Context: an optimization exercise on an open-source flow, tuned for a short achievable clock period and few clock cycles. The choices shown serve that exercise and are no tape-out recipe. In this exercise RTL edits were held to simulation tests only and were not proved equivalent to the original. The flow treats the clock pin as an ideal source, which a real chip does not have. Power figures rest on the tool's default switching activity, not on a simulated workload.

`config.mk`:
```
export PLATFORM = sky130hd
export DESIGN_NAME = lf_core
export DESIGN_NICKNAME = lf_core
export VERILOG_FILES = /design/flow/design.v
export SDC_FILE = /design/flow/constraint.sdc
export NUM_CORES = 4
export LEC_CHECK = 0
export ABC_CLOCK_PERIOD_IN_PS = 1800
export CAP_MARGIN = 20
export CORE_MARGIN = 2
export CORE_UTILIZATION = 40
export CTS_CLUSTER_DIAMETER = 80
export CTS_CLUSTER_SIZE = 30
export SETUP_SLACK_MARGIN = 4.3
export SLEW_MARGIN = 20
```
`flow/run.sh`:
```
#!/bin/bash
# The standard layout, with a post-CTS step (flow/post_cts.tcl) that
# flattens the top of the clock tree. ORFS logs go to orfs/logs; the make
# output goes to standard.log.
set -euo pipefail
HERE=$(pwd)
bash standard.sh POST_CTS_TCL="$HERE/flow/post_cts.tcl" finish > "$HERE/standard.log" 2>&1
```
`design.v`:
```
module lf_core (
    input  wire        clk,
    input  wire        rst,         
    input  wire        in_valid,
    input  wire [15:0] in_word,
    output wire        in_ready,
    output reg         out_valid,
    output reg  [2:0]  out_kind,
    output reg  [4:0]  out_addr,
    output reg  [15:0] out_data,
    output wire        busy
);
    localparam [2:0] EV_REFUSE = 3'd0;
    localparam [2:0] EV_DUTY   = 3'd1;
    localparam [2:0] EV_CONV   = 3'd2;
    localparam [2:0] EV_DISP   = 3'd3;
    localparam [2:0] EV_START  = 3'd4;
    localparam [2:0] EV_PAUSE  = 3'd5;
    localparam [2:0] EV_SLEEP  = 3'd6;
    localparam [2:0] EV_READ   = 3'd7;
    localparam [11:0] CUTOFF = 12'd3500;
    localparam [7:0]  THRESH = 8'd10;
    localparam integer QD = 4;           
    reg in_ready_q, busy_q;
    assign in_ready = in_ready_q;
    assign busy     = busy_q;
    reg        i_v;
    reg [15:0] i_w;
    always @(posedge clk) begin
        if (rst) i_v <= 1'b0;
        else     i_v <= in_valid & in_ready_q;
        i_w <= in_word;
    end
    wire [15:0] w = i_w;
    wire i_enc    = (w & 16'hFEFC) == 16'h1000;
    wire i_btn    = (w & 16'hFFFE) == 16'h2000;
    wire i_adc    = (w[15:12] == 4'h3);
    wire i_tobs   = (w == 16'h4000);
    wire i_tctrl  = (w == 16'h4001);
    wire i_tdisp  = (w == 16'h4002);
    wire i_dbt    = (w == 16'h4003);
    wire i_sync   = (w == 16'h7000);
    wire i_sample = (w == 16'h8000);
    wire i_goedge = (w == 16'h9000);
    wire i_recov  = (w == 16'hA000);
    wire i_sleep  = (w == 16'hB000);
    wire i_rearm  = (w == 16'hC000);
    wire i_read   = (w & 16'hFFE0) == 16'hD000;
    wire i_seten  = (w & 16'hFF80) == 16'hE000;
    wire i_rdok   = i_read & (w[4:0] <= 5'h0C);
    wire i_legal  = i_enc | i_btn | i_adc | i_tobs | i_tctrl | i_tdisp | i_dbt |
                    i_sync | i_sample | i_goedge | i_recov | i_sleep | i_rearm |
                    i_read | i_seten;
    reg        d_v;
    reg        d_enc0, d_enc1, d_btn, d_adc, d_tobs, d_tctrl, d_tdisp, d_dbt;
    reg        d_sample, d_goedge, d_recov, d_sleep, d_rearm, d_read, d_seten;
    reg        d_illegal, d_rdbad, d_host, d_timed;
    reg        d_ge;
    reg [11:0] d_lo;
    always @(posedge clk) begin
        if (rst) d_v <= 1'b0;
        else     d_v <= i_v;
        d_enc0    <= i_v & i_enc & ~w[8];
        d_enc1    <= i_v & i_enc &  w[8];
        d_btn     <= i_v & i_btn;
        d_adc     <= i_v & i_adc;
        d_tobs    <= i_v & i_tobs;
        d_tctrl   <= i_v & i_tctrl;
        d_tdisp   <= i_v & i_tdisp;
        d_dbt     <= i_v & i_dbt;
        d_sample  <= i_v & i_sample;
        d_goedge  <= i_v & i_goedge;
        d_recov   <= i_v & i_recov;
        d_sleep   <= i_v & i_sleep;
        d_rearm   <= i_v & i_rearm;
        d_read    <= i_v & i_rdok;
        d_seten   <= i_v & i_seten;
        d_illegal <= i_v & ~i_legal;
        d_rdbad   <= i_v & i_read & ~i_rdok;
        d_host    <= i_v & i_legal & w[15];
        d_timed   <= i_v & (i_tobs | i_tctrl | i_tdisp | i_dbt | i_adc);
        d_ge      <= (w[11:0] >= CUTOFF);
        d_lo      <= w[11:0];
    end
    reg [1:0] lines0, lines1;
    reg [3:0] hist0, hist1;
    reg       btn_line, db_state, db_dir, dbt_armed;
    reg       go, go_prev;
    reg       conv_busy;
    reg [6:0] pl;            
    reg [6:0] en;
    reg       sleeping;
    function [1:0] qtab;
        input [3:0] i;
        begin
            case (i)
                4'd1, 4'd7, 4'd8, 4'd14:  qtab = 2'b10;
                4'd2, 4'd4, 4'd11, 4'd13: qtab = 2'b11;
                default:                  qtab = 2'b00;
            endcase
        end
    endfunction
    reg [2:0] refuse;
    always @* begin
        if (d_illegal)                    refuse = 3'd1;
        else if (d_host && sleeping)      refuse = 3'd2;
        else if (d_timed && sleeping)     refuse = 3'd5;
        else if (d_adc && !conv_busy)     refuse = 3'd3;
        else if (d_dbt && !dbt_armed)     refuse = 3'd4;
        else if (d_rdbad)                 refuse = 3'd6;
        else                              refuse = 3'd0;
    end
    wire awake    = ~sleeping;
    wire a_enc0   = d_enc0;
    wire a_enc1   = d_enc1;
    wire a_btn    = d_btn;
    wire a_adc    = d_adc & awake & conv_busy;
    wire a_tobs   = d_tobs & awake;
    wire a_tctrl  = d_tctrl & awake;
    wire a_tdisp  = d_tdisp & awake;
    wire a_dbt    = d_dbt & awake & dbt_armed;
    wire a_sample = d_sample & awake;
    wire a_goedge = d_goedge & awake;
    wire a_recov  = d_recov & awake;
    wire a_sleep  = d_sleep & awake;
    wire a_rearm  = d_rearm & awake;
    wire a_read   = d_read & awake;
    wire a_seten  = d_seten & awake;
    wire [1:0] lines_w0 = a_enc0 ? d_lo[1:0] : lines0;
    wire [1:0] lines_w1 = a_enc1 ? d_lo[1:0] : lines1;
    wire       btn_edge = a_btn & en[1] & ~pl[1] & (d_lo[0] ^ btn_line);
    wire       btn_line_w = a_btn ? d_lo[0] : btn_line;
    wire       db_dir_w   = btn_edge ? d_lo[0] : db_dir;
    wire [6:0] ew = a_seten ? d_lo[6:0] : en;
    wire [6:0] pw;
    assign pw[0] = pl[0] | a_tdisp;
    assign pw[1] = (pl[1] | btn_edge) & ~(a_seten & (en[1] ^ d_lo[1]));
    assign pw[2] = (pl[2] | a_adc) & ~a_rearm;
    assign pw[3] = 1'b0;
    assign pw[4] = pl[4] | a_dbt;
    assign pw[5] = pl[5] | a_tctrl;
    assign pw[6] = pl[6] | a_tobs;
    wire qp0 = (lines_w0 != hist0[1:0]);
    wire qp1 = (lines_w1 != hist1[1:0]);
    wire svc0 = pw[0] & ew[0];
    wire svc1 = pw[1] & ew[1];
    wire svc2 = pw[2] & ew[2];
    wire svc3 = ew[3] & (qp0 | qp1);
    wire s4r  = pw[4] & ew[4];
    wire svc4 = s4r & ~svc1;
    wire svc5 = pw[5] & ew[5];
    wire svc6 = pw[6] & ew[6];
    wire any_svc = svc0 | svc1 | svc2 | svc3 | s4r | svc5 | svc6;
    wire dbt_do  = svc4 & db_state;
    wire go_w    = go & ~a_recov;
    wire go_f    = go_w ^ (dbt_do & (btn_line_w == db_dir_w));
    wire [3:0] qi0 = {hist0[1:0], lines_w0};
    wire [3:0] qi1 = {hist1[1:0], lines_w1};
    wire [1:0] qt0 = qtab(qi0);
    wire [1:0] qt1 = qtab(qi1);
    wire       qp_now = (lines0 != hist0[1:0]) | (lines1 != hist1[1:0]);
    reg [15:0] crd;
    always @* begin
        crd = 16'd0;
        case (d_lo[3:0])
            4'h2: crd = {4'd0, lines1, lines0, hist1, hist0};
            4'h3: crd = {2'd0, conv_busy, 13'd0};
            4'h7: crd = {8'd0, btn_line, dbt_armed, db_dir, db_state, go_prev, go, 2'd0};
            4'h8: crd = {9'd0, pl[6:4], qp_now, pl[2:0]};
            4'h9: crd = {9'd0, en};
            default: crd = 16'd0;
        endcase
    end
    wire       wev_goedge = a_goedge & (go != go_prev);
    wire       wev = (refuse != 3'd0) | wev_goedge | a_sleep | a_rearm | a_read;
    reg  [2:0] wk;
    always @* begin
        if (refuse != 3'd0) wk = EV_REFUSE;
        else if (d_goedge)  wk = go ? EV_START : EV_PAUSE;
        else if (d_sleep)   wk = EV_SLEEP;
        else if (d_rearm)   wk = EV_CONV;
        else                wk = EV_READ;
    end
    reg        c_v;
    reg        c_wev;            
    reg [2:0]  c_wk;
    reg [3:0]  c_a0;             
    reg [15:0] c_data;           
    reg        c_rearm, c_read;
    reg        c_adcw, c_sample, c_recov;
    reg        c_disp, c_adcs, c_ctrl;
    reg        c_i0, c_d0, c_i1, c_d1;      
    reg        c_ge;
    reg [12:0] c_rs;             
    always @(posedge clk) begin
        if (rst) begin
            lines0 <= 2'd0; lines1 <= 2'd0;
            hist0 <= 4'd0;  hist1 <= 4'd0;
            btn_line <= 1'b0; db_state <= 1'b0; db_dir <= 1'b0; dbt_armed <= 1'b0;
            go <= 1'b0; go_prev <= 1'b0;
            conv_busy <= 1'b0;
            pl <= 7'd0; en <= 7'd0; sleeping <= 1'b0;
            c_v <= 1'b0;
        end else begin
            lines0 <= lines_w0;
            lines1 <= lines_w1;
            if (svc3 & qp0) hist0 <= qi0;
            if (svc3 & qp1) hist1 <= qi1;
            btn_line  <= btn_line_w;
            db_dir    <= db_dir_w;
            db_state  <= svc1 | (db_state & ~svc4);
            dbt_armed <= svc1 | (dbt_armed & ~a_dbt);
            go        <= go_f;
            go_prev   <= a_recov ? 1'b0 : (a_goedge ? go : go_prev);
            conv_busy <= svc2 | a_rearm | (conv_busy & ~a_adc);
            pl[0] <= pw[0] & ~ew[0];
            pl[1] <= pw[1] & ~ew[1] & ~dbt_do;
            pl[2] <= pw[2] & ~ew[2];
            pl[3] <= 1'b0;
            pl[4] <= pw[4] & ~ew[4] & ~svc1;
            pl[5] <= pw[5] & ~ew[5];
            pl[6] <= pw[6] & ~ew[6];
            en    <= {ew[6:2], (ew[1] & ~svc1) | dbt_do, ew[0]};
            sleeping <= sleeping ? ~any_svc : a_sleep;
            c_v <= d_v;
        end
        c_wev    <= wev;
        c_wk     <= wk;
        c_a0     <= a_read ? d_lo[3:0] : 4'd0;
        c_data   <= (refuse != 3'd0) ? {13'd0, refuse} :
                    d_adc            ? {4'd0, d_lo}    :
                    a_read           ? crd             : 16'd0;
        c_rearm  <= a_rearm;
        c_read   <= a_read;
        c_adcw   <= a_adc;
        c_sample <= a_sample;
        c_recov  <= a_recov;
        c_disp   <= svc0;
        c_adcs   <= svc2;
        c_ctrl   <= svc5 & go_f;
        c_i0     <= svc3 & qp0 & qt0[1] & ~qt0[0];
        c_d0     <= svc3 & qp0 & qt0[1] &  qt0[0];
        c_i1     <= svc3 & qp1 & qt1[1] & ~qt1[0];
        c_d1     <= svc3 & qp1 & qt1[1] &  qt1[0];
        c_ge     <= d_ge;
        c_rs     <= {13{a_read}} & (13'd1 << d_lo[3:0]);
    end
    reg [15:0] count0, count1;
    reg [1:0]  cur, nxt, rc;
    reg [2:0]  acc, lp, dacc;
    reg        lpn;              
    reg [11:0] sample_reg;
    reg        sge;              
    reg        adf;
    reg [3:0]  conv_ch;
    reg [7:0]  lost, stop;
    reg [7:0]  duty_r, duty_l;
    function [15:0] updn_t;
        input [15:0] c;
        input        u, d;
        integer i;
        reg ones, zeros;
        begin
            ones = 1'b1; zeros = 1'b1;
            for (i = 0; i < 16; i = i + 1) begin
                updn_t[i] = (u & ones) | (d & zeros);
                ones  = ones & c[i];
                zeros = zeros & ~c[i];
            end
        end
    endfunction
    function normal;
        input [2:0] p;
        normal = ~((p == 3'b000) | (p == 3'b101) | (p == 3'b111));
    endfunction
    wire trip_lost = (lost > THRESH);
    wire trip_stop = (stop > THRESH);
    reg [1:0] s_cur, s_nxt, s_rc;
    reg [2:0] s_acc, s_lp, s_dacc;
    always @* begin
        s_cur = cur; s_nxt = nxt; s_rc = rc;
        s_acc = acc; s_lp = lp; s_dacc = dacc;
        if (nxt != cur) begin
            s_cur = nxt;
            s_rc  = 2'd0;
            if (nxt == 2'd0) begin
                s_lp  = acc;
                s_acc = 3'b000;
            end
        end
        s_rc = s_rc + 2'd1;
        if (s_rc == 2'd2) begin
            s_acc[s_cur]         = sge;
            s_dacc[2'd2 - s_cur] = sge;
            s_nxt = (s_cur == 2'd2) ? 2'd0 : s_cur + 2'd1;
        end
    end
    wire do_seq = c_sample & adf;
    wire lp_lost = (lp == 3'b000) | (lp == 3'b101);
    wire lp_stop = (lp == 3'b111);
    reg [7:0] cl_r, cl_l;
    always @* begin
        case (lp)
            3'b001:  begin cl_r = 8'd50; cl_l = 8'd0;  end
            3'b010:  begin cl_r = 8'd25; cl_l = 8'd25; end
            3'b011:  begin cl_r = 8'd35; cl_l = 8'd15; end
            3'b100:  begin cl_r = 8'd0;  cl_l = 8'd50; end
            default: begin cl_r = 8'd15; cl_l = 8'd35; end
        endcase
    end
    wire [15:0] xrd =
        ({16{c_rs[0]}}  & count0) |
        ({16{c_rs[1]}}  & count1) |
        ({16{c_rs[3]}}  & {3'd0, adf, dacc, acc, rc, nxt, cur}) |
        ({16{c_rs[4]}}  & {13'd0, lp}) |
        ({16{c_rs[5]}}  & {4'd0, sample_reg}) |
        ({16{c_rs[6]}}  & {stop, lost}) |
        ({16{c_rs[7]}}  & {14'd0, trip_stop, trip_lost}) |
        ({16{c_rs[10]}} & {duty_l, duty_r}) |
        ({16{c_rs[11]}} & {10'd0, nxt, conv_ch}) |
        ({16{c_rs[12]}} & {8'd0, 2'd2 - cur, cur, 2'd0, cur});
    always @(posedge clk) begin
        if (rst) begin
            count0 <= 16'd0; count1 <= 16'd0;
            cur <= 2'd0; nxt <= 2'd0; rc <= 2'd0;
            acc <= 3'd0; lp <= 3'd0; dacc <= 3'd0; lpn <= 1'b0;
            sample_reg <= 12'd0; sge <= 1'b0;
            adf <= 1'b0; conv_ch <= 4'd0;
            lost <= 8'd0; stop <= 8'd0; duty_r <= 8'd0; duty_l <= 8'd0;
        end else begin
            count0 <= count0 ^ updn_t(count0, c_i0, c_d0);
            count1 <= count1 ^ updn_t(count1, c_i1, c_d1);
            if (c_adcw) begin
                sample_reg <= c_data[11:0];
                sge        <= c_ge;
            end
            if (c_rearm) begin
                adf     <= 1'b0;
                conv_ch <= {2'd0, nxt};
            end
            if (c_adcs) begin
                adf     <= 1'b1;
                conv_ch <= {2'd0, nxt};
            end
            if (do_seq) begin
                adf  <= 1'b0;
                cur  <= s_cur; nxt <= s_nxt; rc <= s_rc;
                acc  <= s_acc; lp <= s_lp; dacc <= s_dacc;
                lpn  <= normal(s_lp);
            end
            if (c_recov) begin
                lost <= 8'd0; stop <= 8'd0;
            end
            if (c_ctrl) begin
                if (lp_lost)      lost <= (lost == 8'hFF) ? lost : lost + 8'd1;
                else if (lp_stop) stop <= (stop == 8'hFF) ? stop : stop + 8'd1;
                else begin
                    duty_r <= cl_r; duty_l <= cl_l;
                    lost <= 8'd0; stop <= 8'd0;
                end
            end
        end
    end
    wire        r_v0 = c_wev | c_disp;
    wire        r_v1 = c_adcs;
    wire        r_v2 = c_ctrl & lpn;
    wire  [2:0] r_k0 = c_wev ? c_wk : EV_DISP;
    wire [15:0] r_d0 = c_data | xrd |
                       {14'd0, {2{c_rearm}} & nxt} |
                       {13'd0, {3{c_disp}} & dacc};
    wire        r_any = r_v0 | r_v1 | r_v2;
    wire [30:0] rec   = {r_v2, r_v1, r_v0, r_k0, c_a0, r_d0, nxt, lp};
    reg [30:0] qmem [0:QD-1];
    reg [2:0]  wp, rp;           
    reg [30:0] head;             
    wire [2:0] hv = head[30:28];
    wire [2:0] hv_rem = {hv[2] & (hv[1] | hv[0]), hv[1] & hv[0], 1'b0};
    wire       head_free = (hv_rem == 3'd0);
    wire       q_ne   = (wp != rp);
    wire       q_full = (wp[1:0] == rp[1:0]) & (wp[2] != rp[2]);
    wire       pop  = head_free & q_ne;
    wire       byp  = head_free & ~q_ne;
    wire       push = r_any & ~byp;
    reg [15:0] duty_d;
    always @* begin
        case (head[2:0])
            3'b001:  duty_d = {8'd0,  8'd50};
            3'b010:  duty_d = {8'd25, 8'd25};
            3'b011:  duty_d = {8'd15, 8'd35};
            3'b100:  duty_d = {8'd50, 8'd0};
            default: duty_d = {8'd35, 8'd15};
        endcase
    end
    always @(posedge clk) begin
        if (!q_full) qmem[wp[1:0]] <= rec;
    end
    always @(posedge clk) begin
        if (rst) begin
            wp <= 3'd0; rp <= 3'd0;
            head <= 31'd0;
            out_valid <= 1'b0; out_kind <= 3'd0; out_addr <= 5'd0; out_data <= 16'd0;
            in_ready_q <= 1'b1;
            busy_q <= 1'b0;
        end else begin
            if (push) wp <= wp + 3'd1;
            if (pop)  rp <= rp + 3'd1;
            if (!head_free)  head <= {hv_rem, head[27:0]};
            else if (q_ne)   head <= qmem[rp[1:0]];
            else             head <= rec;
            out_valid <= |hv;
            if (hv[0]) begin
                out_kind <= head[27:25]; out_addr <= {1'b0, head[24:21]};
                out_data <= head[20:5];
            end else if (hv[1]) begin
                out_kind <= EV_CONV; out_addr <= 5'd0;
                out_data <= {14'd0, head[4:3]};
            end else begin
                out_kind <= EV_DUTY; out_addr <= 5'd0;
                out_data <= duty_d;
            end
            in_ready_q <= ~q_ne;
            busy_q <= (in_valid & in_ready_q) | i_v | d_v | c_v | q_ne | (|hv);
        end
    end
endmodule
```
`constraint.sdc`:
```
create_clock -name core_clock -period 6.0 [get_ports {clk}]
set_input_delay 1.2000 -clock core_clock [delete_from_list [all_inputs] [get_ports {clk}]]
set_output_delay 1.2000 -clock core_clock [all_outputs]
set_load 0.01 [all_outputs]
```
`flow/post_cts.tcl`:
```
set NB 4
set block [ord::get_db_block]
set db [ord::get_db]
set clk_net [$block findNet clk]

proc out_net {inst} {
  foreach it [$inst getITerms] { if {[$it isOutputSignal]} { return [$it getNet] } }
  return "NULL"
}
proc in_iterm {inst} {
  foreach it [$inst getITerms] { if {[$it isInputSignal]} { return $it } }
  return "NULL"
}
proc loads_of {net drv} {
  set l {}
  foreach it [$net getITerms] { if {[$it getInst] ne $drv} { lappend l $it } }
  return $l
}

# the tree above the leaf buffers
set root [[lindex [$clk_net getITerms] 0] getInst]
if {[llength [$clk_net getITerms]] != 1} { error "post_cts: clock port net has [llength [$clk_net getITerms]] cells" }
set root_net [out_net $root]
set branches {}
set leaves {}
set others {}
foreach it [loads_of $root_net $root] {
  set b [$it getInst]
  set bn [out_net $b]
  if {$bn eq "NULL"} { lappend others $b; continue }
  lappend branches $b
  foreach lit [loads_of $bn $b] {
    set l [$lit getInst]
    if {[out_net $l] eq "NULL"} { lappend others $l } else { lappend leaves $l }
  }
}
puts "post_cts: root [$root getName], [llength $branches] branch buffers, [llength $leaves] leaf buffers, [llength $others] dummy loads"
foreach l $leaves {
  set ln [out_net $l]
  foreach it [loads_of $ln $l] {
    if {![string match "*CLK*" [[$it getMTerm] getName]] && [out_net [$it getInst]] ne "NULL"} {
      error "post_cts: [$l getName] drives a non-register [[$it getInst] getName]"
    }
  }
}

# remove root, branches and their dummy loads
foreach inst [concat [list $root] $branches $others] {
  set n [out_net $inst]
  foreach it [$inst getITerms] { $it disconnect }
  odb::dbInst_destroy $inst
  if {$n ne "NULL"} { odb::dbNet_destroy $n }
}

# group the leaves: sort by angle around their centre, cut into NB runs
set cx 0.0; set cy 0.0
foreach l $leaves { set p [$l getLocation]; set cx [expr {$cx + [lindex $p 0]}]; set cy [expr {$cy + [lindex $p 1]}] }
set cx [expr {$cx / [llength $leaves]}]; set cy [expr {$cy / [llength $leaves]}]
set keyed {}
foreach l $leaves {
  set p [$l getLocation]
  lappend keyed [list [expr {atan2([lindex $p 1] - $cy, [lindex $p 0] - $cx)}] $l]
}
set keyed [lsort -real -index 0 $keyed]
set n [llength $keyed]
set master [$db findMaster sky130_fd_sc_hd__clkbuf_16]
for {set g 0} {$g < $NB} {incr g} {
  set lo [expr {($g * $n) / $NB}]
  set hi [expr {(($g + 1) * $n) / $NB}]
  set grp {}
  for {set i $lo} {$i < $hi} {incr i} { lappend grp [lindex [lindex $keyed $i] 1] }
  set gx 0.0; set gy 0.0
  foreach l $grp { set p [$l getLocation]; set gx [expr {$gx + [lindex $p 0]}]; set gy [expr {$gy + [lindex $p 1]}] }
  set gx [expr {int($gx / [llength $grp])}]; set gy [expr {int($gy / [llength $grp])}]
  set b [odb::dbInst_create $block $master "clkbuf_br_${g}_clk"]
  set bn [odb::dbNet_create $block "clknet_br_${g}_clk"]
  $bn setSigType CLOCK
  $b setLocation $gx $gy
  $b setPlacementStatus PLACED
  [in_iterm $b] connect $clk_net
  [$b findITerm X] connect $bn
  foreach l $grp { set it [in_iterm $l]; $it disconnect; $it connect $bn }
  puts "post_cts: clkbuf_br_${g}_clk at $gx $gy drives [llength $grp] leaf buffers"
}

# legalize the new buffers
detailed_placement
check_placement -verbose
estimate_parasitics -placement
report_clock_skew
report_worst_slack
```
`standard.sh`:
```
#!/bin/bash
# synth_recipe.tcl (not shown) runs the flow's synth.tcl, then flattens the netlist and writes it again
# the make line also repeats each setting of config.mk as NAME=value (left out here)
make -C /OpenROAD-flow-scripts/flow DESIGN_CONFIG=/design/flow/config.mk WORK_HOME=/design/flow/orfs CLKGATE_MAP_FILE= SYNTH_SCRIPT=/design/flow/synth_recipe.tcl "${@:-finish}"
```
==> results of run 1 <==
-- power by group through the flow --
stage	clock, mW	combinational [mW]	sequential [mW]
floorplan	0	0.482	3.11
global route	1.77	1.11	3.10
finish	1.65	1.05	3.09
global placement	0	0.655	3.15
detailed placement	0	0.661	3.15
-- synthesized netlist by cell type, types with 12 or more instances --
library cell  number
mux2i_1           52
o21ai_0           37
nor2_1           208
xnor2_1           25
nor2b_1           19
xor2_1            32
nand3_1           38
ha_1              21
nand2b_1          16
a21oi_1           80
inv_1             30
edfxtp_1         124
and2_1            26
mux4_2            33
clkbuf_1          69
dfxtp_1          283
nor3_1            41
a22oi_1           39
a31oi_1           12
a311oi_1          33
nand2_1          148
-- area by class of cell, without the clock buffers --
cell class | count | area (sq um)
Buffer | 4 | 100.1
Clock inverter | 12 | 157.7
Fill cell | 3575 | 20600
Inverter | 30 | 120.1
Multi-Input combinational cell | 1046 | 7924
Sequential cell | 407 | 9567
Tap cell | 539 | 674.4
Timing Repair Buffer | 191 | 2086
-- how the worst max path moves through the flow --
stage / endpoint / slack, ns
final: in_ready / 4.01
after global routing: out_data[13] / 3.98
after detailed placement: out_data[12] / 2.82
after global placement: out_data[13] / 2.79
after floorplan: out_data[10] / 4.01
-- per-layer routing --
metal  vias to the layer above  global-route usage  part of all wire
li1                       5944                   -                 -
met1                      6169              0.2843              0.45
met2                       375              0.3141              0.47
met3                        63             0.02104             0.056
met4                         0             0.06133             0.024
met5                         -                   0                 0
-- cell families (layout without fill, tap and decap cells) --
family	Yosys count	in the layout
other	1	1
XOR/XNOR	57	57
AO/OA/AOI/OAI	299	300
AND/OR/NAND/NOR	576	579
buffers and inverters	125	257
multiplexers	88	88
adder cells (fa/ha/maj)	21	21
flip-flops	407	407
-- per-stage QoR --
step	instance area (sq um)	hold WS, ns	setup slack (ns)	power [mW]
floorplan	17130	0.3096	4.006	3.596
global placement	17730	0.3279	2.791	3.806
detailed placement	17730	0.3157	2.821	3.815
global route	21070	0.3529	3.980	5.979
finish	21070	0.3432	4.015	5.781
==> results.toml, run 1 <==
[critical_path]
rr_endpoint = "dacc[0]"
cpMaxStageDelayCell = "dfxtp_2"
start_kind = "flop"
reg2reg_from = "cur[0]"
rr_worst_depth = 8
cp.depth = 1
worstPathRequired_ns = 4.80
path_max_fanout = 2
cp-end-kind = "output pin"
critPathTopFamily = "flip-flops"
cp.arrival_ns = 0.79
path_class = "reg -> out"
cpPeakStageDelay_ns = 0.34
cp-startpoint = "in_ready_q"
path_buf_inv = 1
crit_chain = "buf_6"
r2r_slack_ns = 4.19

[logic_synthesis]
synth_cells = 1574
muxShareOfSynthArea = 0.07735
synth.ff_latch_count = 407
synth_edf_count = 124
ys_seq_area_frac = 0.5597
synthSimpleGateAreaFrac = 0.1629
synth_top_area_share = 0.3378
ys_types = 76
synth-compound-area-share = 0.1229
synth_area_sq_um = 16770
async_reset_ff_frac = 0
yosysTopAreaCell = "dfxtp_1"
syn_nets = 1614
synth.area.top_cells = "dfxtp_1 (34%), edfxtp_1 (22%), nor2_1 (4.7%)"
synthAdderAreaFrac = 0.01566
synth-xor-area-share = 0.02976
synth_top_family_by_area = "simple AND/OR/NAND/NOR gates"
synthFlopType = "dfxtp_1"
avgSynthCellArea_sq_um = 10.66
yosysWarnings = 1

[final_layout]
layout.nets = 1737
antenna_cells = 0
finalNonFillerCells = 2249
area.growth.synth_to_final_pct = 25.59
final_common_cell = "dfxtp_1"
final_cell_mix = "dfxtp_1 (211), nor2_1 (195), nand2_1 (132)"
layout-drive-gt1-share = 0.2912
largest_reg_flops = 124
final_core_util = 0.5056

[timing]
finalClockSkew_ns = 0.03592
tightest_slew_ns = 0.7945
finalHoldViolCount = 0
fin_crit_sh = 0.3309
period_needed_ns = 1.985
setup_tns_ns = 0
drv_slew = 0
rsz0062_at_grt = "true"
fmaxAchievable_mhz = 503.7
max_slew_margin = 0.4696
setup_violations = 0

[detailed_routing]
drtAntennaViolNets = 0
drt-pass1-iter-count = 5
routed_wl_mm = 45.58
vias = 12550
wl_per_cell_microns = 20.27
viasPerCell = 5.581
drc = 0
drtIter0Drc = 1114

[flow_run]
cap_violations = 0

[die]
fp-row-count = 75
ios = 46
start_util = 0.4026
die_y_microns = 208.8
die_area_sq_um = 43590
core_area_sq_um = 41670
die_x_microns = 208.8

[placement]
finalWeightedCongestion = 0.8497
place.detailed.instances = 2073
dp_hpwl_mm = 27.21
io_buffer_count = 44

[status]
status = "no timing/DRC/antenna violations"

[power]
p_sw_frac = 0.2623
power_frac_comb = 0.181
power_frac_seq = 0.534
clockPowerShare = 0.285
p_int_mw = 4.265
peakVddDrop_uv = 172.7
power_leakage_nw = 7.591
power_density_nw_per_um2 = 274.4
p_switching_mw = 1.516

[clocking]
clk_latency_ns = 0.35
cts.clk_slew.worst_paths_ns = 0.11
cts_tree = "yes"
cts.sinks = 407

[min_path]
hold_class = "reg -> reg"
min-delay-start = "d_ge"
worstHoldEndpoint = "c_ge"
holdPathStages = 0

[grt]
grt_pass1_vias = 11730
antenna_found_initial = 0
grt_overflow_total = 0
grt_pass1_wl_mm = 67.61
grt_max_degree = 45
grtUsageTotal = 0.1976
Testbench counts, summed over its fixed seeds: cycles 24,037.
==> inputs of run 2 (changes only) <==
--- a/flow/post_cts.tcl
+++ b/flow/post_cts.tcl
@@ -63,7 +63,7 @@
 }
 set keyed [lsort -real -index 0 $keyed]
 set n [llength $keyed]
-set master [$db findMaster sky130_fd_sc_hd__clkbuf_16]
+set master [$db findMaster sky130_fd_sc_hd__buf_16]
 for {set g 0} {$g < $NB} {incr g} {
   set lo [expr {($g * $n) / $NB}]
   set hi [expr {(($g + 1) * $n) / $NB}]
@@ -83,6 +83,10 @@
   puts "post_cts: clkbuf_br_${g}_clk at $gx $gy drives [llength $grp] leaf buffers"
 }
 
+set bm [$db findMaster sky130_fd_sc_hd__buf_16]
+foreach l $leaves { $l swapMaster $bm }
+puts "post_cts: [llength $leaves] leaf buffers set to buf_16"
+
 # legalize the new buffers
 detailed_placement
 check_placement -verbose
==> run 2 against run 1 <==
Fmax up 1.3%. Die area stayed put. Clock power grew 12%. Critical endpoint is now out_data[3]. Largest cell class unchanged.
==> results.toml, run 2 <==
[critical_path]
critPathTopFamily = "flip-flops"
path_buf_inv = 1
cpMaxStageDelayCell = "dfxtp_1"
cp-end-kind = "output pin"
cpPeakStageDelay_ns = 0.33
path_class = "reg -> out"
path_max_fanout = 1
worstPathRequired_ns = 4.80
start_kind = "flop"
crit_chain = "buf_2"
cp.arrival_ns = 0.76

[flow_run]
cap_violations = 0

[die]
start_util = 0.4026
die_y_microns = 208.8
die_area_sq_um = 43590
core_area_sq_um = 41670
ios = 46
fp-row-count = 75
die_x_microns = 208.8

[detailed_routing]
viasPerCell = 5.601
drt-pass1-iter-count = 5
drtIter0Drc = 1065
vias = 12590
drtAntennaViolNets = 0
routed_wl_mm = 45.60
wl_per_cell_microns = 20.29
drc = 0

[logic_synthesis]
synthFlopType = "dfxtp_1"
synth_edf_count = 124
syn_nets = 1614
yosysWarnings = 1
synth_area_sq_um = 16770
async_reset_ff_frac = 0
synth.ff_latch_count = 407
synth.area.top_cells = "dfxtp_1 (34%), edfxtp_1 (22%), nor2_1 (4.7%)"
avgSynthCellArea_sq_um = 10.66
synth_top_area_share = 0.3378
ys_seq_area_frac = 0.5597
synth_cells = 1574
yosysTopAreaCell = "dfxtp_1"
ys_types = 76
synth_most_common_cell = "dfxtp_1"
ys_top_cells_by_count = "dfxtp_1 (283), nor2_1 (208), nand2_1 (148)"

[timing]
setup_violations = 0
finalClockSkew_ns = 0.03969
tightest_slew_ns = 0.8039
fmaxAchievable_mhz = 510.3
fin_crit_sh = 0.3266
finalHoldViolCount = 0
drv_slew = 0
period_needed_ns = 1.960
rsz0062_at_grt = "true"
max_slew_margin = 0.4634
setup_tns_ns = 0

[power]
peakVddDrop_uv = 180.1
power_leakage_nw = 7.568
power_density_nw_per_um2 = 283.0

[clocking]
clk_latency_ns = 0.33
cts.clk_slew.worst_paths_ns = 0.11
cts_tree = "yes"
cts.sinks = 407

[final_layout]
antenna_cells = 0
finalNonFillerCells = 2247
layout.nets = 1735
fillers = 3587
final_cell_mix = "dfxtp_1 (212), nor2_1 (194), nand2_1 (132)"
area.growth.synth_to_final_pct = 25.45
largest_reg_flops = 124
layout-drive-gt1-share = 0.2881
final_common_cell = "dfxtp_1"

[placement]
dp_hpwl_mm = 27.21
io_buffer_count = 44
finalWeightedCongestion = 0.8497
place.detailed.instances = 2073

[grt]
grtUsageTotal = 0.1976
top_usage_layer = "met2"
grt_overflow_total = 0
grt_use_met2 = 0.3128
met3_usage = 0.02074
antenna_found_initial = 0
grt_max_degree = 45
grt_pass1_wl_mm = 67.63
met1_usage = 0.2845
grt_pass1_vias = 11740

[min_path]
hold_class = "reg -> reg"

[status]
status = "no timing/DRC/antenna violations"
## run 2: cell count changes in the layout (fill, tap and decap cells not counted), sizes merged
cell	previous run	this run
and2	30	31
clkbuf	32	11
buf	163	181
## run 2: where the power goes
part,internal [mW],switching (mW),leakage (nW),total [mW]
registers,2.98,0.0980,3.56,3.08
clock network,0.876,0.961,0.338,1.84
logic,0.533,0.503,3.67,1.04
total,4.39,1.56,7.57,5.96
## run 2: path summary, 6_finish.rpt
kind	start	endpoint	slack, ns	cells after the start
hold reg to reg	d_ge	c_ge	0.34	0
hold / removal	d_ge	c_ge	0.34	0
setup / recovery	out_data[3]	out_data[3]	4.04	1
setup reg to reg	cur[0]	dacc[0]	4.21	8
## run 2: cell families (layout without fill, tap and decap cells)
| family | Yosys count | after routing | synth area share |
|---|---|---|---|
| muxes | 88 | 88 | 0.07735 |
| other | 1 | 1 | 0.0002236 |
| buffers and inverters | 125 | 254 | 0.03140 |
| DFF | 407 | 407 | 0.5597 |
| xor gates and xnor gates | 57 | 57 | 0.02976 |
| and+or+nand+nor | 576 | 580 | 0.1629 |
| AOI/OAI and AO/OA | 299 | 300 | 0.1229 |
| adders and majority gates | 21 | 21 | 0.01566 |
## run 2: final cells by class, without the clock buffers
class	instances	area [sq um]	share of cell area
inverters	30	120.1	0.005708
multi-input cells	1047	7914	0.3761
repair buffers	188	2022	0.09609
well taps	539	674.4	0.03205
flip-flops and latches	407	9565	0.4546
clock inverters	12	157.7	0.007492
plain buffers	4	110.1	0.005233
## run 2: per-stage QoR
step                utilization  hold slack (ns)  setup slack [ns]  power, mW  area (sq um)
floorplan                     -           0.3096             4.006      3.596         17130
global placement         0.4256           0.3279             2.791      3.806         17730
detailed placement       0.4256           0.3157             2.821      3.815         17730
global route             0.5050           0.3532             4.011      6.159         21040
finish                   0.5050           0.3436             4.040      5.956         21040
## run 2: layer usage
layer | vias up | part of all wire
li1 | 5942 | -
met1 | 6144 | 0.45
met2 | 425 | 0.46
met3 | 74 | 0.062
met4 | 0 | 0.028
met5 | - | 0
==> inputs of run 3 (changes only) <==
--- a/config.mk
+++ b/config.mk
@@ -9,7 +9,7 @@
 export CAP_MARGIN = 20
 export CORE_MARGIN = 2
 export CORE_UTILIZATION = 40
-export CTS_CLUSTER_DIAMETER = 80
-export CTS_CLUSTER_SIZE = 30
+export CTS_CLUSTER_DIAMETER = 70
+export CTS_CLUSTER_SIZE = 22
 export SETUP_SLACK_MARGIN = 4.3
 export SLEW_MARGIN = 20
==> run 3 against run 2 <==
First-iteration DRC count shrank 10%. Total power grew 3.3%. Wire length shrank 0.93%. Sequential power is essentially flat. Sequential cell count is the same. Clock power grew 11%. Die area is the same.
==> results.toml, run 3 <==
[final_layout]
final_common_cell = "dfxtp_1"
area.growth.synth_to_final_pct = 24.64
final_cell_mix = "dfxtp_1 (215), nor2_1 (194), nand2_1 (139)"
largest_reg_flops = 124
antenna_cells = 0
layout.nets = 1728
fillers = 3636
finalNonFillerCells = 2243
layout-drive-gt1-share = 0.2782

[placement]
io_buffer_count = 44
finalWeightedCongestion = 0.8497
dp_hpwl_mm = 27.21
place.detailed.instances = 2073

[timing]
rsz0062_at_grt = "true"
drv_slew = 0
period_needed_ns = 1.975
tightest_slew_ns = 0.7934
max_slew_margin = 0.4704
finalClockSkew_ns = 0.03566
fmaxAchievable_mhz = 506.3
finalHoldViolCount = 0
setup_violations = 0
holdWs_ns = 0.3366
fin_crit_sh = 0.3292
setup_tns_ns = 0

[logic_synthesis]
ys_seq_area_frac = 0.5597
synth.area.top_cells = "dfxtp_1 (34%), edfxtp_1 (22%), nor2_1 (4.7%)"
synth_cells = 1574
syn_nets = 1614
async_reset_ff_frac = 0
avgSynthCellArea_sq_um = 10.66
synth_most_common_cell = "dfxtp_1"
ys_types = 76
synth_edf_count = 124
ys_top_cells_by_count = "dfxtp_1 (283), nor2_1 (208), nand2_1 (148)"
yosysWarnings = 1
yosysTopAreaCell = "dfxtp_1"
synthFlopType = "dfxtp_1"
synth_top_area_share = 0.3378
synth_area_sq_um = 16770
synth.ff_latch_count = 407

[grt]
met1_usage = 0.2776
top_usage_layer = "met2"
grt_use_met2 = 0.3086
grt_pass1_wl_mm = 67.07
grt_max_degree = 89
grt_pass1_vias = 11760
grt_overflow_total = 0
grtUsageTotal = 0.1951
met3_usage = 0.02615
antenna_found_initial = 0

[status]
status = "no timing/DRC/antenna violations"

[critical_path]
rr_worst_depth = 8
path_buf_inv = 1
r2r_slack_ns = 4.18
crit_chain = "buf_6"
critPathTopFamily = "flip-flops"
cp.arrival_ns = 0.78
worstPathRequired_ns = 4.80
cpPeakStageDelay_ns = 0.33
cp-end-kind = "output pin"
rr_endpoint = "dacc[0]"
reg2reg_from = "nxt[0]"
cpMaxStageDelayCell = "dfxtp_2"
cp-startpoint = "in_ready_q"
path_class = "reg -> out"
cp.depth = 1
worstSetupEndpoint = "in_ready"
start_kind = "flop"
path_max_fanout = 2

[min_path]
holdPathStages = 0
hold_class = "reg -> reg"
min-delay-start = "d_ge"

[detailed_routing]
drc = 0
viasPerCell = 5.589
routed_wl_mm = 45.18
drtAntennaViolNets = 0
vias = 12540
drt-pass1-iter-count = 6
wl_per_cell_microns = 20.14
drtIter0Drc = 955

[die]
start_util = 0.4026
die_y_microns = 208.8
core_area_sq_um = 41670
fp-row-count = 75
die_x_microns = 208.8
ios = 46
die_area_sq_um = 43590

[clocking]
clk_latency_ns = 0.33
cts.sinks = 407
cts_tree = "yes"
cts.clk_slew.worst_paths_ns = 0.08

[power]
power_leakage_nw = 7.508
power_density_nw_per_um2 = 294.2
peakVddDrop_uv = 205.9

[flow_run]
cap_violations = 0
## run 3: cell counts after synthesis
No cell type changed its count.
## run 3: worst min path at each step
stage | end | slack [ns]
2_1_floorplan | c_ge | 0.31
3_3_place_gp | c_ge | 0.33
3_5_place_dp | c_ge | 0.32
5_1_grt | c_ge | 0.35
6_report | c_ge | 0.34
## run 3: cell type report, without the clock buffers
| class | instances | area [sq um] | area share |
|---|---|---|---|
| multi-input combinational | 1046 | 7841 | 0.3751 |
| tap | 539 | 674.4 | 0.03226 |
| clock inverter | 12 | 123.9 | 0.005925 |
| inverter | 30 | 120.1 | 0.005745 |
| sequential | 407 | 9557 | 0.4571 |
| timing repair buffer | 177 | 1842 | 0.08810 |
| buffer | 4 | 110.1 | 0.005267 |
## run 3: per-stage QoR
| stage | instance area (sq um) | power, mW | setup slack [ns] | utilization |
|---|---|---|---|---|
| final | 20910 | 6.151 | 4.025 | 0.5018 |
| after global routing | 20910 | 6.366 | 3.996 | 0.5018 |
| after global placement | 17730 | 3.806 | 2.791 | 0.4256 |
| after detailed placement | 17730 | 3.815 | 2.821 | 0.4256 |
| after floorplan | 17130 | 3.596 | 4.006 | - |
## run 3: worst register-to-register path: stages (launching register included)
cell and delay (ns):
dfxtp_4 0.37, xor2_2 0.18, nor2_2 0.15, and2_1 0.15
ha_2 0.18, and3_4 0.24, nand2_4 0.06, or3_4 0.33
a21oi_2 0.13
## run 3: kinds of logic after synthesis
| family | after synthesis | share of synthesized area |
|---|---|---|
| other | 1 | 0.0002236 |
| DFF | 407 | 0.5597 |
| muxes | 88 | 0.07735 |
| and+or+nand+nor | 576 | 0.1629 |
| buffers and inverters | 125 | 0.03140 |
| AOI/OAI and AO/OA | 299 | 0.1229 |
| xor gates and xnor gates | 57 | 0.02976 |
| adders and majority gates | 21 | 0.01566 |
## run 3: power breakdown
part | switching, mW | internal [mW] | leakage (nW)
Combinational | 0.494 | 0.524 | 3.55
Sequential | 0.0968 | 2.99 | 3.56
Clock | 0.989 | 1.06 | 0.402
Total | 1.58 | 4.57 | 7.51
## run 3: routing by layer
metal  up-vias  routed length [microns]
met2       397                    20870
met3        64                     2850
met1      6148                    20260
li1       5928                        -
met5         -                        0
met4         0                     1197
==> inputs of run 4 (changes only) <==
--- a/flow/post_cts.tcl
+++ b/flow/post_cts.tcl
@@ -83,9 +83,9 @@
   puts "post_cts: clkbuf_br_${g}_clk at $gx $gy drives [llength $grp] leaf buffers"
 }
 
-set bm [$db findMaster sky130_fd_sc_hd__buf_16]
+set bm [$db findMaster sky130_fd_sc_hd__buf_12]
 foreach l $leaves { $l swapMaster $bm }
-puts "post_cts: [llength $leaves] leaf buffers set to buf_16"
+puts "post_cts: [llength $leaves] leaf buffers set to buf_12"
 
 # legalize the new buffers
 detailed_placement
--- a/config.mk
+++ b/config.mk
@@ -9,7 +9,7 @@
 export CAP_MARGIN = 20
 export CORE_MARGIN = 2
 export CORE_UTILIZATION = 40
-export CTS_CLUSTER_DIAMETER = 70
-export CTS_CLUSTER_SIZE = 22
+export CTS_CLUSTER_DIAMETER = 80
+export CTS_CLUSTER_SIZE = 30
 export SETUP_SLACK_MARGIN = 4.3
 export SLEW_MARGIN = 20
==> run 4 against run 3 <==
Critical path type unchanged. Largest cell class unchanged. Highest routed layer unchanged. Final area is 0.28% higher. Critical endpoint is now out_data[3]. First-iteration DRC count is 11% higher. Register-to-register slack better by 0.02 ns.
==> results.toml, run 4 <==
[power]
power_density_nw_per_um2 = 273.7
power_frac_comb = 0.182
power_mw = 5.738
peakVddDrop_uv = 151.3
p_int_mw = 4.223
power_leakage_nw = 7.518
clockPowerShare = 0.281
power_frac_seq = 0.537
p_switching_mw = 1.514
p_sw_frac = 0.2639

[grt]
antenna_found_initial = 0
grt_max_degree = 45
grtUsageTotal = 0.1975
grt_pass1_wl_mm = 67.61
grt_overflow_total = 0
grt_pass1_vias = 11730

[critical_path]
worstPathRequired_ns = 4.80
cpMaxStageDelayCell = "dfxtp_1"
path_buf_inv = 1
rr_worst_depth = 8
path_class = "reg -> out"
cp-end-kind = "output pin"
start_kind = "flop"
cpPeakStageDelay_ns = 0.33
cp.arrival_ns = 0.75
path_max_fanout = 1
crit_chain = "buf_2"
critPathTopFamily = "flip-flops"
cp.depth = 1

[logic_synthesis]
ys_top_cells_by_count = "dfxtp_1 (283), nor2_1 (208), nand2_1 (148)"
synth_most_common_cell = "dfxtp_1"
synth_cells = 1574
synth_top_area_share = 0.3378
avgSynthCellArea_sq_um = 10.66
synth_area_sq_um = 16770
synth_edf_count = 124
syn_nets = 1614
yosysWarnings = 1
ys_seq_area_frac = 0.5597
yosysTopAreaCell = "dfxtp_1"
async_reset_ff_frac = 0
ys_types = 76
synth.ff_latch_count = 407
synth.area.top_cells = "dfxtp_1 (34%), edfxtp_1 (22%), nor2_1 (4.7%)"
synthFlopType = "dfxtp_1"

[timing]
fin_crit_sh = 0.3243
drv_slew = 0
fmaxAchievable_mhz = 513.9
finalHoldViolCount = 0
tightest_slew_ns = 0.7840
rsz0062_at_grt = "true"
setup_tns_ns = 0
max_slew_margin = 0.4767
setup_violations = 0
period_needed_ns = 1.946
finalClockSkew_ns = 0.03612

[placement]
finalWeightedCongestion = 0.8497
place.detailed.instances = 2073
io_buffer_count = 44
dp_hpwl_mm = 27.21

[die]
core_area_sq_um = 41670
die_y_microns = 208.8
die_x_microns = 208.8
ios = 46
die_area_sq_um = 43590
fp-row-count = 75
start_util = 0.4026

[final_layout]
antenna_cells = 0
final_cell_mix = "dfxtp_1 (211), nor2_1 (194), nand2_1 (135)"
final_common_cell = "dfxtp_1"
finalNonFillerCells = 2249
area.growth.synth_to_final_pct = 24.98
layout.nets = 1737
final_core_util = 0.5032
largest_reg_flops = 124
layout-drive-gt1-share = 0.2912

[detailed_routing]
viasPerCell = 5.620
vias = 12640
drc = 0
wl_per_cell_microns = 20.30
drtAntennaViolNets = 0
routed_wl_mm = 45.65
drt-pass1-iter-count = 6
drtIter0Drc = 1057

[status]
status = "no timing/DRC/antenna violations"

[min_path]
hold_class = "reg -> reg"
holdPathStages = 0

[clocking]
clk_latency_ns = 0.31
cts.clk_slew.worst_paths_ns = 0.11
cts_tree = "yes"
cts.sinks = 407

[flow_run]
cap_violations = 0
-- run 4: path summary, 6_finish.rpt --
check / from / endpoint / slack, ns
min reg2reg: d_ge / c_ge / 0.34
min: d_ge / c_ge / 0.34
max: out_data[3] / out_data[3] / 4.05
max reg2reg: cur[0] / dacc[0] / 4.20
-- run 4: power groups by stage --
stage,Combinational [mW],Clock (mW),Sequential [mW]
3_5_place_dp,0.661,0,3.15
3_3_place_gp,0.655,0,3.15
2_1_floorplan,0.482,0,3.11
6_report,1.04,1.61,3.08
5_1_grt,1.11,1.74,3.10
-- run 4: routing by layer --
layer	part of all wire	track usage	vias up
li1	-	-	5946
met3	0.061	0.02119	80
met4	0.031	0.06429	0
met1	0.45	0.2844	6188
met5	0	0	-
met2	0.46	0.3124	426
-- run 4: logic make-up after synthesis --
group                      synth area share
AOI/OAI and AO/OA                    0.1229
xor gates and xnor gates            0.02976
adders and majority gates           0.01566
buffers and inverters               0.03140
DFF                                  0.5597
muxes                               0.07735
other                             0.0002236
and+or+nand+nor                      0.1629
-- run 4: layout make-up, without the clock buffers --
type	instances	area, sq um
buffer	4	110.1
clock inverter	12	157.7
fill	3598	20700
inverter	30	120.1
multi-input combinational	1046	7925
sequential	407	9564
tap	539	674.4
timing repair buffer	191	2061
-- run 4: metrics by stage --
| step | hold slack [ns] | area (sq um) | worst slack (ns) |
|---|---|---|---|
| 3_3_place_gp | 0.3279 | 17730 | 2.791 |
| 6_report | 0.3438 | 20960 | 4.054 |
| 2_1_floorplan | 0.3096 | 17130 | 4.006 |
| 3_5_place_dp | 0.3157 | 17730 | 2.821 |
| 5_1_grt | 0.3536 | 20960 | 4.017 |

what the ideal ports hide:
The flow's constraints put no driver on any port. The routed layouts listed below were extracted and timed again, unchanged, in two steps.
Step 1 (the two cells are an assumption about what drives the block):
set clk [get_ports {clk}]
set_driving_cell -lib_cell sky130_fd_sc_hd__clkbuf_16 $clk
set_driving_cell -lib_cell sky130_fd_sc_hd__buf_2 [delete_from_list [all_inputs] $clk]
Step 2, shift: input delay + t, output delay - t, t = (earliest + latest rising clock arrival at the registers) / 2. This alone moves slack from input paths to output paths.
Three values: ideal, step 1, step 2; two values: the first two.
run	shift t [ns]	setup slack, ns	slew at the worst register clock pin (ns)	worst data-port slew with drivers (ns)
run 1	0.448	4.015 / 3.902 / 3.609	0.12 / 0.12	0.34
run 2	0.440	4.040 / 3.910 / 3.691	0.12 / 0.12	0.35
run 3	0.444	4.025 / 3.894 / 3.702	0.09 / 0.09	0.34
run 4	0.422	4.054 / 3.923 / 3.695	0.12 / 0.12	0.35
After both steps setup and hold are still met in every run listed. The setup slack of run 1, which loses most, moves by -0.113 ns with the drivers and by -0.406 ns with both steps.
